Source: an optimization exercise on an open RTL-to-GDS flow (aim: small area). Production flows keep margins and buffers that such runs may drop.
The RTL was checked by simulation tests, not by an equivalence proof against the original design.
The flow treats the clock pin as an ideal source, which a real chip does not have.

==> flow/design.v, too long to show whole: its modules and the start of the top module <==
// module ltce_civil: 7645 lines
// module ltce_symbol: 4234 lines
// module ltce: 124 lines
module ltce (
    input  wire        clk,
    input  wire        rst_n,
    input  wire [1:0]  cmd,
    input  wire [39:0] load_t,
    input  wire [15:0] load_sis,
    input  wire [31:0] z_utcoff,
    output wire [15:0] sample_o,
    output wire        amp_o,
    output wire        cont_o,
    output wire        valid_o,
    output wire        cfg_err_o
);
  // ...
==> flow/flow/run.sh <==
#!/bin/bash
# The standard layout with these changes:
# - synthesis: ABC maps the logic with flow/abc_area.script, an area-only
#   script (no buffering or gate sizing), and Yosys leaves adders to ABC (no
#   full/half-adder cell mapping). Registers are mapped as in the standard flow.
# - placement: every input and output port still gets its own buffer, but
#   the smallest one (buf_1).
# - clock tree: the standard clock_tree_synthesis options with clkbuf_8
#   buffers and no dummy loads.
# make's full output goes to make_flow.log; each step's tool log is under orfs/logs/.
set -euo pipefail
rm -rf scripts_mod
cp -r "$FLOW_HOME/scripts" scripts_mod
cp flow/abc_area.script scripts_mod/abc_area.script
export SCRIPTS_DIR="$PWD/scripts_mod"
bash standard.sh ADDER_MAP_FILE= "BUFFER_PORTS_ARGS=-buffer_cell sky130_fd_sc_hd__buf_1" \
  "CTS_ARGS=-sink_clustering_enable -repair_clock_nets -buf_list sky130_fd_sc_hd__clkbuf_8 -dont_use_dummy_load" \
  finish > make_flow.log 2>&1
==> flow/flow/abc_area.script <==
strash
&get -n
&fraig -x
&put
scorr
dc2
balance
rewrite
refactor
balance
rewrite
rewrite -z
balance
refactor -z
rewrite -z
balance
dc2
strash
dch -f
amap
strash
dch -f
amap
strash
dch -f
amap
==> flow/standard.sh <==
#!/bin/bash
# synth_recipe.tcl (not shown) runs the flow's synth.tcl, then flattens the netlist and writes it again
# the make line also repeats each setting of config.mk as NAME=value (left out here)
make -C /OpenROAD-flow-scripts/flow DESIGN_CONFIG=/design/flow/config.mk WORK_HOME=/design/flow/orfs CLKGATE_MAP_FILE= SYNTH_SCRIPT=/design/flow/synth_recipe.tcl "${@:-finish}"
==> flow/config.mk <==
export PLATFORM = sky130hd
export DESIGN_NAME = ltce
export DESIGN_NICKNAME = ltce
export VERILOG_FILES = /design/flow/design.v
export SDC_FILE = /design/flow/constraint.sdc
export NUM_CORES = 4
export LEC_CHECK = 0
export ABC_AREA = 1
export ABC_CLOCK_PERIOD_IN_PS = 150000
export CAP_MARGIN = 20
export CORE_MARGIN = 2
export CORE_UTILIZATION = 40
export CTS_BUF_LIST = sky130_fd_sc_hd__clkbuf_8
export SLEW_MARGIN = 20
==> flow/constraint.sdc <==
create_clock -name core_clock -period 150.0 [get_ports {clk}]
set_input_delay 30.0000 -clock core_clock [delete_from_list [all_inputs] [get_ports {clk}]]
set_output_delay 30.0000 -clock core_clock [all_outputs]
set_load 0.01 [all_outputs]
==> results.py, run 1 <==
metrics = {
    "worst_hold_path": {
        "hp-start": "cfg_err_q",
    },
    "worst_setup_path": {
        "crit_buf_inv": 34,
        "path_max_fanout": 13,
        "worstSetupStartpoint": "z_utcoff[1]",
        "reg2reg_depth": 149,
        "r2r_start": "doe_q[4]",
        "r2r_slack_ns": 120.75,
    },
    "synthesis": {
        "synth_top_family_by_area": "compound AO/OA/AOI/OAI gates",
        "yosysTopAreaCellShare_pct": 17.81,
        "synth_seq_cells": 60,
        "synth_adder_area_share_pct": 0,
        "yosys.area_share.simple_pct": 37.82,
        "yosysUniqueCellTypes": 48,
    },
    "floorplan": {
        "die_w_um": 188.9,
        "die_area_um2": 35680,
        "io_pins": 112,
        "core_um2": 33620,
    },
    "final_layout": {
        "fillCellCount": 3675,
        "seq_area_share_pct": 11.91,
        "final-clk-cell-share_pct": 0.8377,
        "seqCellArea_um2": 1762,
        "design.seq.count": 60,
    },
    "global_route": {
        "grt_max_degree": 44,
    },
    "clock_network": {
        "cts_made_buffers": 9,
        "post_cts_buffers": 0,
        "hold_buffers": 0,
    },
    "sta": {
        "slew_viol_final": 0,
        "slew_headroom_pct": 30.04,
        "hold_violations": 0,
        "tightest_slew_ns": 1.047,
        "final.setup.tns_ns": 0,
    },
    "outcome": {
        "status": "timing/DRC/antenna clean",
    },
    "routing": {
        "wl_per_cell_um": 10.95,
    },
}
==> run 2, diff against run 1 <==
==> flow/run.sh (new file) <==
#!/bin/bash
# synth_recipe.tcl (not shown) runs the flow's synth.tcl, then flattens the netlist and writes it again
# the make line also repeats each setting of config.mk as NAME=value (left out here)
make -C /OpenROAD-flow-scripts/flow DESIGN_CONFIG=/design/flow/config.mk WORK_HOME=/design/flow/orfs CLKGATE_MAP_FILE= SYNTH_SCRIPT=/design/flow/synth_recipe.tcl finish
removed: flow/flow/run.sh
removed: flow/flow/abc_area.script
removed: flow/standard.sh
==> run 2 against run 1 <==
Sequential share of layout area fell by 3.0 points; critical endpoint is now doe_q[4]; cell area increased by 33%; synthesized area is 30% higher; via count up 3.1%; core utilization grew 0.83 points; count of clock-buffer cells in the layout is the same; first-iteration DRC count shrank 11%.
==> results.py, run 2 <==
metrics = {
    "worst_hold_path": {
        "whs_path_depth": 2,
        "min_to": "cfg_err_q",
        "hp-class": "reg2reg",
        "hp-start": "cfg_err_q",
    },
    "final_layout": {
        "seqCellArea_um2": 1762,
        "final_common_cell": "inv_1",
        "final_core_util_pct": 44.82,
        "final_nets": 3284,
        "regMostFlops": "doe_q",
        "layout.cells.non_filler": 3507,
        "diodes": 0,
        "drive_above_1_share_pct": 8.885,
        "largest_reg_flops": 18,
        "fillCellCount": 4641,
        "final_cell_mix": "577 x inv_1, 570 x nand2_1, 270 x nor2_1",
        "syn_to_final_growth_pct": 10.98,
        "reg.largest.list": "doe_q x18, sis_q x16",
        "multi_input_area_um2": 13620,
    },
    "worst_setup_path": {
        "worstPathArrival_ns": 73.43,
        "path_max_fanout": 13,
        "worstSetupStartpoint": "load_t[0]",
        "reg2reg_depth": 155,
        "worst_path_most_repeated_cell": "nand2_1",
        "critical_path_class": "in2reg",
        "r2r_start": "doe_q[3]",
        "r2r_slack_ns": 130.22,
        "critPathCaptureType": "flip-flop",
        "cp_slowest_cell": "fa_1",
        "r2r-end": "amp_q",
        "max_stage_delay_ns": 0.54,
        "required_ns": 150.09,
        "start_kind": "primary input",
    },
    "synthesis": {
        "ys.warnings.count": 1,
        "post-synth-top-count-cell": "inv_1",
        "syn-cell-area_um2": 17780,
        "yosysTopAreaCellShare_pct": 15.34,
        "synth_seq_cells": 60,
        "syn_avg_cell_area_um2": 6.348,
        "synth_edf_count": 56,
        "synth_fp_nets": 3175,
        "syn_inst": 2801,
        "yosysTopAreaCell": "ha_1",
        "netlist_top_cells_count": "576 x inv_1, 570 x nand2_1, 271 x nor2_1, 218 x ha_1, 159 x nand3_1",
        "synth_ff_type": "edfxtp_1",
        "async_flop_share_pct": 0,
        "synthTopCellsByArea": "ha_1 15%, inv_1 12%, nand2_1 12%",
        "seq_area_frac_synth_pct": 9.908,
        "yosysUniqueCellTypes": 75,
    },
    "routing": {
        "via_count": 17323,
        "drcViolationCount": 0,
        "routed_wirelength_um": 43630,
        "dr.pass1.iters": 6,
        "vias_per_cell": 4.940,
        "dr.first_iter.drc_count": 819,
        "wl_per_cell_um": 12.44,
        "detail-route-antenna-nets": 0,
    },
    "sta": {
        "slew_headroom_pct": 41.05,
        "slew_viol_final": 0,
        "whs_ns": 0.4909,
        "final.setup.tns_ns": 0,
        "clock_skew_ns": 0.02029,
        "setup_ws_ns": 76.67,
        "rsz0062_at_grt": "no",
        "fmax_ghz": 0.01364,
        "tightest_slew_ns": 0.8832,
        "hold_violations": 0,
        "period_minus_slack_ns": 73.33,
        "setup_viol": 0,
        "fin_crit_sh_pct": 48.89,
    },
    "floorplan": {
        "io_pins": 112,
        "core_um2": 44030,
        "fp-row-count": 77,
        "die_w_um": 214.8,
        "die_area_um2": 46150,
        "start_util_pct": 40.38,
        "chipHeight_um": 214.8,
    },
    "clock_network": {
        "cts_tree": "done",
        "clk_latency_ns": 0.35,
        "cts.htree.levels": 3,
        "clock_path_buffers": 2,
        "cts_root_buffer": "clkbuf_8",
        "hold_buffers": 0,
        "clkSinkCount": 60,
        "clk_transition_reported_paths_ns": 0.08,
        "cts_resized": 0,
        "cts_made_buffers": 9,
        "post_cts_buffers": 0,
    },
    "global_route": {
        "grt_use_met2_pct": 34.47,
        "grt_max_degree": 49,
        "gr-total-overflow": 0,
        "grt_antenna_before_repair": 4,
        "grt-busiest-layer": "met2",
        "grt_use_met3_pct": 1.302,
        "gr-usage-all-layers_pct": 18.97,
        "grt_first_pass_wirelength_um": 75580,
        "grt_pass1_vias": 16689,
        "use_met1_pct": 24.75,
    },
    "run": {
        "drv_cap": 0,
    },
    "placement": {
        "place_ws_ns": 76.35,
        "dp_cells": 3491,
        "port_buffers": 110,
        "dp_hpwl_um": 38290,
        "gp_congestion": 0.9117,
    },
    "outcome": {
        "status": "timing/DRC/antenna clean",
    },
}
[run 2: cell count changes in the layout (fill, tap and decap cells not counted), sizes merged, moves of 59 or more]
cell,before,now
nor2,649,283
clkinv,325,7
fa,0,64
nand2,378,703
ha,0,218
o21ai,409,155
nand3,20,181
clkdlybuf4s50,0,110
o22ai,77,18
a21oi,262,112
xor2,1,87
inv,0,607
buf,113,3
[run 2: through the flow]
stage | area, µm²
floorplan | 17780
global placement | 19540
detailed placement | 19540
CTS | 19730
global route | 19730
finish | 19730
[run 2: worst max path at each step]
stage | end | slack, ns
6_report | doe_q[4] | 76.67
5_1_grt | doe_q[5] | 72.47
4_1_cts | doe_q[4] | 76.66
3_5_place_dp | doe_q[5] | 76.35
3_3_place_gp | doe_q[4] | 77.60
2_1_floorplan | doe_q[5] | 80.75
[run 2: kinds of logic after synthesis]
family,after synthesis,share of synthesized area (%)
AO/OA/AOI/OAI,379,12.69
buffers and inverters,624,13.54
AND/OR/NAND/NOR,1315,34.31
other,1,0.02109
adder cells (fa/ha/maj),283,22.60
flip-flops,60,9.908
XOR/XNOR,139,6.931
[run 2: cell type report]
class	instances	area share, %
multi-input combinational	2117	69.04
timing repair buffer	113	5.694
clock inverter	7	0.3487
sequential	60	8.927
tap	592	3.753
inverter	609	11.61
clock buffer	9	0.6277
[run 2: worst max-delay path: cells and delay by family]
| kind | cells | cell delay (ns) |
|---|---|---|
| adder cells (fa/ha/maj) | 77 | 22.33 |
| AND/OR/NAND/NOR | 137 | 13.58 |
| buffers and inverters | 55 | 4.00 |
| AO/OA/AOI/OAI | 20 | 2.77 |
| XOR/XNOR | 3 | 0.71 |
[run 2: layer usage]
metal	vias to the layer above	share of wire, %
met5	-	0.12
met4	8	1.4
met3	40	2.5
met2	224	48
met1	7878	48
li1	9173	-
==> module ltce, before the edit <==
module ltce (
    input  wire        clk,
    input  wire        rst_n,
    input  wire [1:0]  cmd,
    input  wire [39:0] load_t,
    input  wire [15:0] load_sis,
    input  wire [31:0] z_utcoff,
    output wire [15:0] sample_o,
    output wire        amp_o,
    output wire        cont_o,
    output wire        valid_o,
    output wire        cfg_err_o
);
    localparam [1:0]  CMD_TICK = 2'b01, CMD_LOAD = 2'b10;
    reg [15:0] sis_q;
    reg [4:0]  wti_q;
    reg [5:0]  sec_q, min_q;
    reg [4:0]  hour_q;
    reg [17:0] doe_q;
    reg        valid_q, cfg_err_q, tick_q, amp_q;
    assign cont_o    = 1'b1;
    assign valid_o   = valid_q;
    assign cfg_err_o = cfg_err_q;
    assign amp_o     = amp_q;
    wire [5:0]  ld_sec, ld_min;
    wire [4:0]  ld_hour;
    wire [17:0] ld_doe;
    ltce_civil u_civil (
        .t(load_t), .utcoff(z_utcoff),
        .sec(ld_sec), .min(ld_min), .hour(ld_hour), .doe(ld_doe)
    );
    wire [1:0] sym;
    ltce_symbol u_symbol (
        .sec(sec_q), .min(min_q), .hour(hour_q), .doe(doe_q), .sym(sym)
    );
    wire lead = (sis_q < 16'd9600) ||
                (sis_q < 16'd24000 && sym != 2'd0) ||
                (sis_q < 16'd38400 && sym == 2'd1);
    wire [15:0] high_s =
        (wti_q == 5'd1) ? 16'sd0 :
        (wti_q == 5'd2) ? 16'sd32269 :
        (wti_q == 5'd3) ? -16'sd11207 :
        (wti_q == 5'd4) ? -16'sd28377 :
        (wti_q == 5'd5) ? 16'sd21062 :
        (wti_q == 5'd6) ? 16'sd21062 :
        (wti_q == 5'd7) ? -16'sd28377 :
        (wti_q == 5'd8) ? -16'sd11207 :
        (wti_q == 5'd9) ? 16'sd32269 :
        (wti_q == 5'd10) ? 16'sd0 :
        (wti_q == 5'd11) ? -16'sd32269 :
        (wti_q == 5'd12) ? 16'sd11207 :
        (wti_q == 5'd13) ? 16'sd28377 :
        (wti_q == 5'd14) ? -16'sd21062 :
        (wti_q == 5'd15) ? -16'sd21062 :
        (wti_q == 5'd16) ? 16'sd28377 :
        (wti_q == 5'd17) ? 16'sd11207 :
        -16'sd32269;
    wire [15:0] low_s =
        (wti_q == 5'd1) ? 16'sd0 :
        (wti_q == 5'd2) ? 16'sd3226 :
        (wti_q == 5'd3) ? -16'sd1120 :
        (wti_q == 5'd4) ? -16'sd2837 :
        (wti_q == 5'd5) ? 16'sd2106 :
        (wti_q == 5'd6) ? 16'sd2106 :
        (wti_q == 5'd7) ? -16'sd2837 :
        (wti_q == 5'd8) ? -16'sd1120 :
        (wti_q == 5'd9) ? 16'sd3226 :
        (wti_q == 5'd10) ? 16'sd0 :
        (wti_q == 5'd11) ? -16'sd3226 :
        (wti_q == 5'd12) ? 16'sd1120 :
        (wti_q == 5'd13) ? 16'sd2837 :
        (wti_q == 5'd14) ? -16'sd2106 :
        (wti_q == 5'd15) ? -16'sd2106 :
        (wti_q == 5'd16) ? 16'sd2837 :
        (wti_q == 5'd17) ? 16'sd1120 :
        -16'sd3226;
    assign sample_o = {16{tick_q}} & (amp_q ? high_s : low_s);
    wire sec_end  = (sis_q == 16'd47999);
    wire sec_wrap = (sec_q == 6'd59);
    wire min_wrap = (min_q == 6'd59);
    wire hr_wrap  = (hour_q == 5'd23);
    wire doe_wrap = (doe_q == 18'd146096);
    always @(posedge clk) begin
        tick_q <= 1'b0;
        amp_q  <= 1'b0;
        if (!rst_n) begin
            valid_q   <= 1'b0;
            cfg_err_q <= 1'b0;
        end else if (cmd == CMD_LOAD) begin
            if (!cfg_err_q) begin
                if (load_sis >= 16'd48000) begin
                    cfg_err_q <= 1'b1;
                    valid_q   <= 1'b0;
                end else begin
                    sis_q   <= load_sis;
                    wti_q   <= 5'd0;
                    sec_q   <= ld_sec;
                    min_q   <= ld_min;
                    hour_q  <= ld_hour;
                    doe_q   <= ld_doe;
                    valid_q <= 1'b1;
                end
            end
        end else if (cmd == CMD_TICK && valid_q) begin
            tick_q <= 1'b1;
            amp_q  <= lead;
            wti_q  <= (wti_q == 5'd17) ? 5'd0 : wti_q + 5'd1;
            if (sec_end) begin
                sis_q <= 16'd0;
                sec_q <= sec_wrap ? 6'd0 : sec_q + 6'd1;
                if (sec_wrap) begin
                    min_q <= min_wrap ? 6'd0 : min_q + 6'd1;
                    if (min_wrap) begin
                        hour_q <= hr_wrap ? 5'd0 : hour_q + 5'd1;
                        if (hr_wrap)
                            doe_q <= doe_wrap ? 18'd0 : doe_q + 18'd1;
                    end
                end
            end else begin
                sis_q <= sis_q + 16'd1;
            end
        end
    end
endmodule
==> run 3, diff against run 2 <==
--- a/flow/design.v
+++ b/flow/design.v
@@ -11898,3 +11898,4 @@
     reg [17:0] doe_q;
-    reg        valid_q, cfg_err_q, tick_q, amp_q;
+    reg [15:0] sample_q;
+    reg        valid_q, cfg_err_q, amp_q;
     assign cont_o    = 1'b1;
@@ -11918,40 +11919,40 @@
     wire [15:0] high_s =
-        (wti_q == 5'd1) ? 16'sd0 :
-        (wti_q == 5'd2) ? 16'sd32269 :
-        (wti_q == 5'd3) ? -16'sd11207 :
-        (wti_q == 5'd4) ? -16'sd28377 :
+        (wti_q == 5'd0) ? 16'sd0 :
+        (wti_q == 5'd1) ? 16'sd32269 :
+        (wti_q == 5'd2) ? -16'sd11207 :
+        (wti_q == 5'd3) ? -16'sd28377 :
+        (wti_q == 5'd4) ? 16'sd21062 :
         (wti_q == 5'd5) ? 16'sd21062 :
-        (wti_q == 5'd6) ? 16'sd21062 :
-        (wti_q == 5'd7) ? -16'sd28377 :
-        (wti_q == 5'd8) ? -16'sd11207 :
-        (wti_q == 5'd9) ? 16'sd32269 :
-        (wti_q == 5'd10) ? 16'sd0 :
-        (wti_q == 5'd11) ? -16'sd32269 :
-        (wti_q == 5'd12) ? 16'sd11207 :
-        (wti_q == 5'd13) ? 16'sd28377 :
+        (wti_q == 5'd6) ? -16'sd28377 :
+        (wti_q == 5'd7) ? -16'sd11207 :
+        (wti_q == 5'd8) ? 16'sd32269 :
+        (wti_q == 5'd9) ? 16'sd0 :
+        (wti_q == 5'd10) ? -16'sd32269 :
+        (wti_q == 5'd11) ? 16'sd11207 :
+        (wti_q == 5'd12) ? 16'sd28377 :
+        (wti_q == 5'd13) ? -16'sd21062 :
         (wti_q == 5'd14) ? -16'sd21062 :
-        (wti_q == 5'd15) ? -16'sd21062 :
-        (wti_q == 5'd16) ? 16'sd28377 :
-        (wti_q == 5'd17) ? 16'sd11207 :
+        (wti_q == 5'd15) ? 16'sd28377 :
+        (wti_q == 5'd16) ? 16'sd11207 :
         -16'sd32269;
     wire [15:0] low_s =
-        (wti_q == 5'd1) ? 16'sd0 :
-        (wti_q == 5'd2) ? 16'sd3226 :
-        (wti_q == 5'd3) ? -16'sd1120 :
-        (wti_q == 5'd4) ? -16'sd2837 :
+        (wti_q == 5'd0) ? 16'sd0 :
+        (wti_q == 5'd1) ? 16'sd3226 :
+        (wti_q == 5'd2) ? -16'sd1120 :
+        (wti_q == 5'd3) ? -16'sd2837 :
+        (wti_q == 5'd4) ? 16'sd2106 :
         (wti_q == 5'd5) ? 16'sd2106 :
-        (wti_q == 5'd6) ? 16'sd2106 :
-        (wti_q == 5'd7) ? -16'sd2837 :
-        (wti_q == 5'd8) ? -16'sd1120 :
-        (wti_q == 5'd9) ? 16'sd3226 :
-        (wti_q == 5'd10) ? 16'sd0 :
-        (wti_q == 5'd11) ? -16'sd3226 :
-        (wti_q == 5'd12) ? 16'sd1120 :
-        (wti_q == 5'd13) ? 16'sd2837 :
+        (wti_q == 5'd6) ? -16'sd2837 :
+        (wti_q == 5'd7) ? -16'sd1120 :
+        (wti_q == 5'd8) ? 16'sd3226 :
+        (wti_q == 5'd9) ? 16'sd0 :
+        (wti_q == 5'd10) ? -16'sd3226 :
+        (wti_q == 5'd11) ? 16'sd1120 :
+        (wti_q == 5'd12) ? 16'sd2837 :
+        (wti_q == 5'd13) ? -16'sd2106 :
         (wti_q == 5'd14) ? -16'sd2106 :
-        (wti_q == 5'd15) ? -16'sd2106 :
-        (wti_q == 5'd16) ? 16'sd2837 :
-        (wti_q == 5'd17) ? 16'sd1120 :
+        (wti_q == 5'd15) ? 16'sd2837 :
+        (wti_q == 5'd16) ? 16'sd1120 :
         -16'sd3226;
-    assign sample_o = {16{tick_q}} & (amp_q ? high_s : low_s);
+    assign sample_o = sample_q;
     wire sec_end  = (sis_q == 16'd47999);
@@ -11962,4 +11963,4 @@
     always @(posedge clk) begin
-        tick_q <= 1'b0;
-        amp_q  <= 1'b0;
+        sample_q <= 16'd0;
+        amp_q    <= 1'b0;
         if (!rst_n) begin
@@ -11983,4 +11984,4 @@
         end else if (cmd == CMD_TICK && valid_q) begin
-            tick_q <= 1'b1;
-            amp_q  <= lead;
+            sample_q <= lead ? high_s : low_s;
+            amp_q    <= lead;
             wti_q  <= (wti_q == 5'd17) ? 5'd0 : wti_q + 5'd1;
==> flow/flow/run.sh (new file) <==
#!/bin/bash
# The standard layout with these changes:
# - synthesis: ABC maps the logic with flow/abc_area.script, an area-only
#   script (no buffering or gate sizing), and Yosys leaves adders to ABC (no
#   full/half-adder cell mapping). Registers are mapped as in the standard flow.
# - placement: every input and output port still gets its own buffer, but
#   the smallest one (buf_1).
# - clock tree: the standard clock_tree_synthesis options with clkbuf_8
#   buffers and no dummy loads.
# make's full output goes to make_flow.log; each step's tool log is under orfs/logs/.
set -euo pipefail
rm -rf scripts_mod
cp -r "$FLOW_HOME/scripts" scripts_mod
cp flow/abc_area.script scripts_mod/abc_area.script
export SCRIPTS_DIR="$PWD/scripts_mod"
bash standard.sh ADDER_MAP_FILE= "BUFFER_PORTS_ARGS=-buffer_cell sky130_fd_sc_hd__buf_1" \
  "CTS_ARGS=-sink_clustering_enable -repair_clock_nets -buf_list sky130_fd_sc_hd__clkbuf_8 -dont_use_dummy_load" \
  finish > make_flow.log 2>&1
==> flow/flow/abc_area.script (new file) <==
strash
&get -n
&fraig -x
&put
scorr
dc2
balance
rewrite
refactor
balance
rewrite
rewrite -z
balance
refactor -z
rewrite -z
balance
dc2
strash
dch -f
amap
strash
dch -f
amap
strash
dch -f
amap
==> flow/standard.sh (new file) <==
#!/bin/bash
# synth_recipe.tcl (not shown) runs the flow's synth.tcl, then flattens the netlist and writes it again
# the make line also repeats each setting of config.mk as NAME=value (left out here)
make -C /OpenROAD-flow-scripts/flow DESIGN_CONFIG=/design/flow/config.mk WORK_HOME=/design/flow/orfs CLKGATE_MAP_FILE= SYNTH_SCRIPT=/design/flow/synth_recipe.tcl "${@:-finish}"
removed: flow/run.sh
==> run 3 against run 2 <==
Via count shrank 2.7%; register-to-register slack got worse by 9.3 ns; global-route usage is 0.13 points higher; maximum frequency decreased by 5.1%; hold slack improved by 0.052 ns; first-iteration DRC count up 8.1%; cell count fell by 8.8%; non-clock buffer count up 2; largest cell class unchanged.
==> results.py, run 3 <==
metrics = {
    "worst_setup_path": {
        "worstPathArrival_ns": 77.35,
        "start_kind": "primary input",
        "required_ns": 150.07,
        "r2r_start": "doe_q[4]",
        "reg2reg_depth": 153,
        "critical_path_class": "in2reg",
        "worst_path_most_repeated_cell": "nor2_1",
        "path_max_fanout": 13,
        "cp_slowest_cell": "a21oi_1",
        "r2r-end": "sample_q[4]",
        "r2r_slack_ns": 120.92,
        "max_stage_delay_ns": 0.73,
        "critPathCaptureType": "flip-flop",
    },
    "global_route": {
        "grt_first_pass_wirelength_um": 61440,
        "gr-usage-all-layers_pct": 19.10,
        "grt_pass1_vias": 14504,
        "grt_max_degree": 45,
        "gr-total-overflow": 0,
        "grt_antenna_before_repair": 0,
    },
    "final_layout": {
        "reg.largest.list": "doe_q x18, sample_q x16, sis_q x16",
        "final_cell_mix": "639 x nor2_1, 409 x o21ai_0, 390 x nand2_1",
        "layout.cells.non_filler": 3197,
        "diodes": 0,
        "drive_above_1_share_pct": 0.5470,
        "multi_input_area_um2": 10720,
        "largest_reg_flops": 18,
        "seqCellArea_um2": 2062,
        "fillCellCount": 3788,
        "final_nets": 2836,
        "final_common_cell": "nor2_1",
        "regMostFlops": "doe_q",
        "syn_to_final_growth_pct": 8.144,
    },
    "placement": {
        "gp_congestion": 0.8751,
        "dp_cells": 3188,
        "dp_hpwl_um": 29310,
        "place_ws_ns": 72.56,
        "port_buffers": 110,
    },
    "sta": {
        "setup_ws_ns": 72.72,
        "slew_headroom_pct": 37.18,
        "fmax_ghz": 0.01294,
        "tightest_slew_ns": 0.9412,
        "period_minus_slack_ns": 77.28,
        "hold_violations": 0,
        "final.setup.tns_ns": 0,
        "slew_viol_final": 0,
        "rsz0062_at_grt": "no",
        "setup_viol": 0,
        "clock_skew_ns": 0.04253,
        "fin_crit_sh_pct": 51.52,
    },
    "floorplan": {
        "die_area_um2": 36460,
        "io_pins": 112,
        "fp-row-count": 68,
        "die_w_um": 190.9,
        "start_util_pct": 40.57,
        "core_um2": 34460,
        "chipHeight_um": 190.9,
    },
    "routing": {
        "routed_wirelength_um": 35350,
        "dr.pass1.iters": 5,
        "wl_per_cell_um": 11.06,
        "vias_per_cell": 5.273,
        "dr.first_iter.drc_count": 885,
        "detail-route-antenna-nets": 0,
        "drcViolationCount": 0,
        "via_count": 16857,
    },
    "synthesis": {
        "synth_fp_nets": 2711,
        "syn_inst": 2619,
        "synth_edf_count": 56,
        "syn_avg_cell_area_um2": 5.338,
        "yosysTopAreaCellShare_pct": 17.18,
        "post-synth-top-count-cell": "nor2_1",
        "synthTopCellsByArea": "nor2_1 17%, o21ai_0 15%, edfxtp_1 12%",
        "syn-cell-area_um2": 13980,
        "yosysUniqueCellTypes": 46,
        "ys.warnings.count": 1,
        "synth_ff_type": "edfxtp_1",
        "yosysTopAreaCell": "nor2_1",
        "async_flop_share_pct": 0,
        "netlist_top_cells_count": "640 x nor2_1, 409 x o21ai_0, 390 x nand2_1, 318 x clkinv_1, 267 x a21oi_1",
        "synth_seq_cells": 75,
        "seq_area_frac_synth_pct": 14.75,
    },
    "clock_network": {
        "cts_resized": 0,
        "clk_transition_reported_paths_ns": 0.07,
        "clkSinkCount": 75,
        "cts_tree": "done",
        "cts_made_buffers": 9,
        "clk_latency_ns": 0.37,
        "post_cts_buffers": 0,
        "hold_buffers": 0,
    },
    "run": {
        "drv_cap": 0,
    },
    "worst_hold_path": {
        "whs_path_depth": 1,
        "hp-class": "reg2reg",
        "hp-start": "cfg_err_q",
        "min_to": "cfg_err_q",
    },
    "outcome": {
        "status": "timing/DRC/antenna clean",
    },
}
==> run 3: logic make-up after synthesis <==
family	synth area share [%]
xor+xnor	0.06266
simple gates	37.49
other cells	0.02682
flops	14.75
buf+inv	8.592
compound gates	39.08
==> run 3: critical path: cells and delay by family <==
| family | cells | cell delay (ns) |
|---|---|---|
| AOI/OAI and AO/OA | 93 | 19.65 |
| buffers and inverters | 41 | 5.68 |
| and+or+nand+nor | 168 | 21.98 |
==> run 3: how the worst max path moves through the flow <==
stage | from | end | slack [ns] | cells after the start
finish | z_utcoff[1] | doe_q[2] | 72.72 | 302
global route | z_utcoff[1] | doe_q[2] | 64.50 | 306
CTS | z_utcoff[1] | doe_q[2] | 72.65 | 302
detailed placement | z_utcoff[1] | doe_q[2] | 72.56 | 302
global placement | z_utcoff[1] | doe_q[2] | 74.09 | 302
floorplan | z_utcoff[1] | doe_q[2] | 79.98 | 297
==> run 3: through the flow <==
step / instance area (µm²) / hold WS (ns) / util [%]
global placement: 14990 / 0.4956 / 43.51
CTS: 15120 / 0.5361 / 43.87
detailed placement: 14990 / 0.5187 / 43.51
global route: 15120 / 0.5505 / 43.87
floorplan: 13980 / 0.5087 / -
finish: 15120 / 0.5427 / 43.87
==> run 3: area by class of cell <==
type | instances | area share [%]
tap | 455 | 3.766
sequential | 75 | 13.64
clock buffer | 9 | 0.8193
multi-input combinational | 2225 | 70.90
inverter | 318 | 7.895
timing repair buffer | 115 | 2.979
==> run 3: routing by layer <==
layer	wire length, µm	vias up	global-route usage (%)
met5	0	-	0
met4	263	0	2.892
met3	775	18	1.248
met2	15620	204	32.61
met1	18690	7169	26.83
li1	-	9466	-

==> separate check: timing with driven ports <==
No port has a modelled driver above. Below, the same layouts with a new extraction and two added sets of constraints. Step 1 (the two cells are an assumption about what drives the block):
set clk [get_ports {clk}]
set_driving_cell -lib_cell sky130_fd_sc_hd__clkbuf_16 $clk
set_driving_cell -lib_cell sky130_fd_sc_hd__buf_2 [delete_from_list [all_inputs] $clk]
Step 2 moves the port delays by t, midway between the first and last clock arrival at a register: inputs arrive t later, outputs are due t later. That takes back most of the time a late clock gives input paths. a / b / c = no drivers / after step 1 / after step 2; a / b = the first two.
run | t (ns) | slack for setup (ns) | worst setup path after step 2 | latest minus earliest clock arrival (ns) | worst data-port slew with drivers (ns)
run 1 | 0.381 | 75.358 / 75.377 / 74.996 | input to register | 0.034 / 0.034 | 0.04
run 2 | 0.380 | 76.667 / 76.678 / 76.298 | input to register | 0.020 / 0.020 | 0.08
run 3 | 0.390 | 72.715 / 72.740 / 72.350 | input to register | 0.043 / 0.043 | 0.05
After both steps setup and hold are still met in every run listed. The setup slack of run 2, which loses most, moves by +0.011 ns with the drivers and by -0.369 ns with both steps.
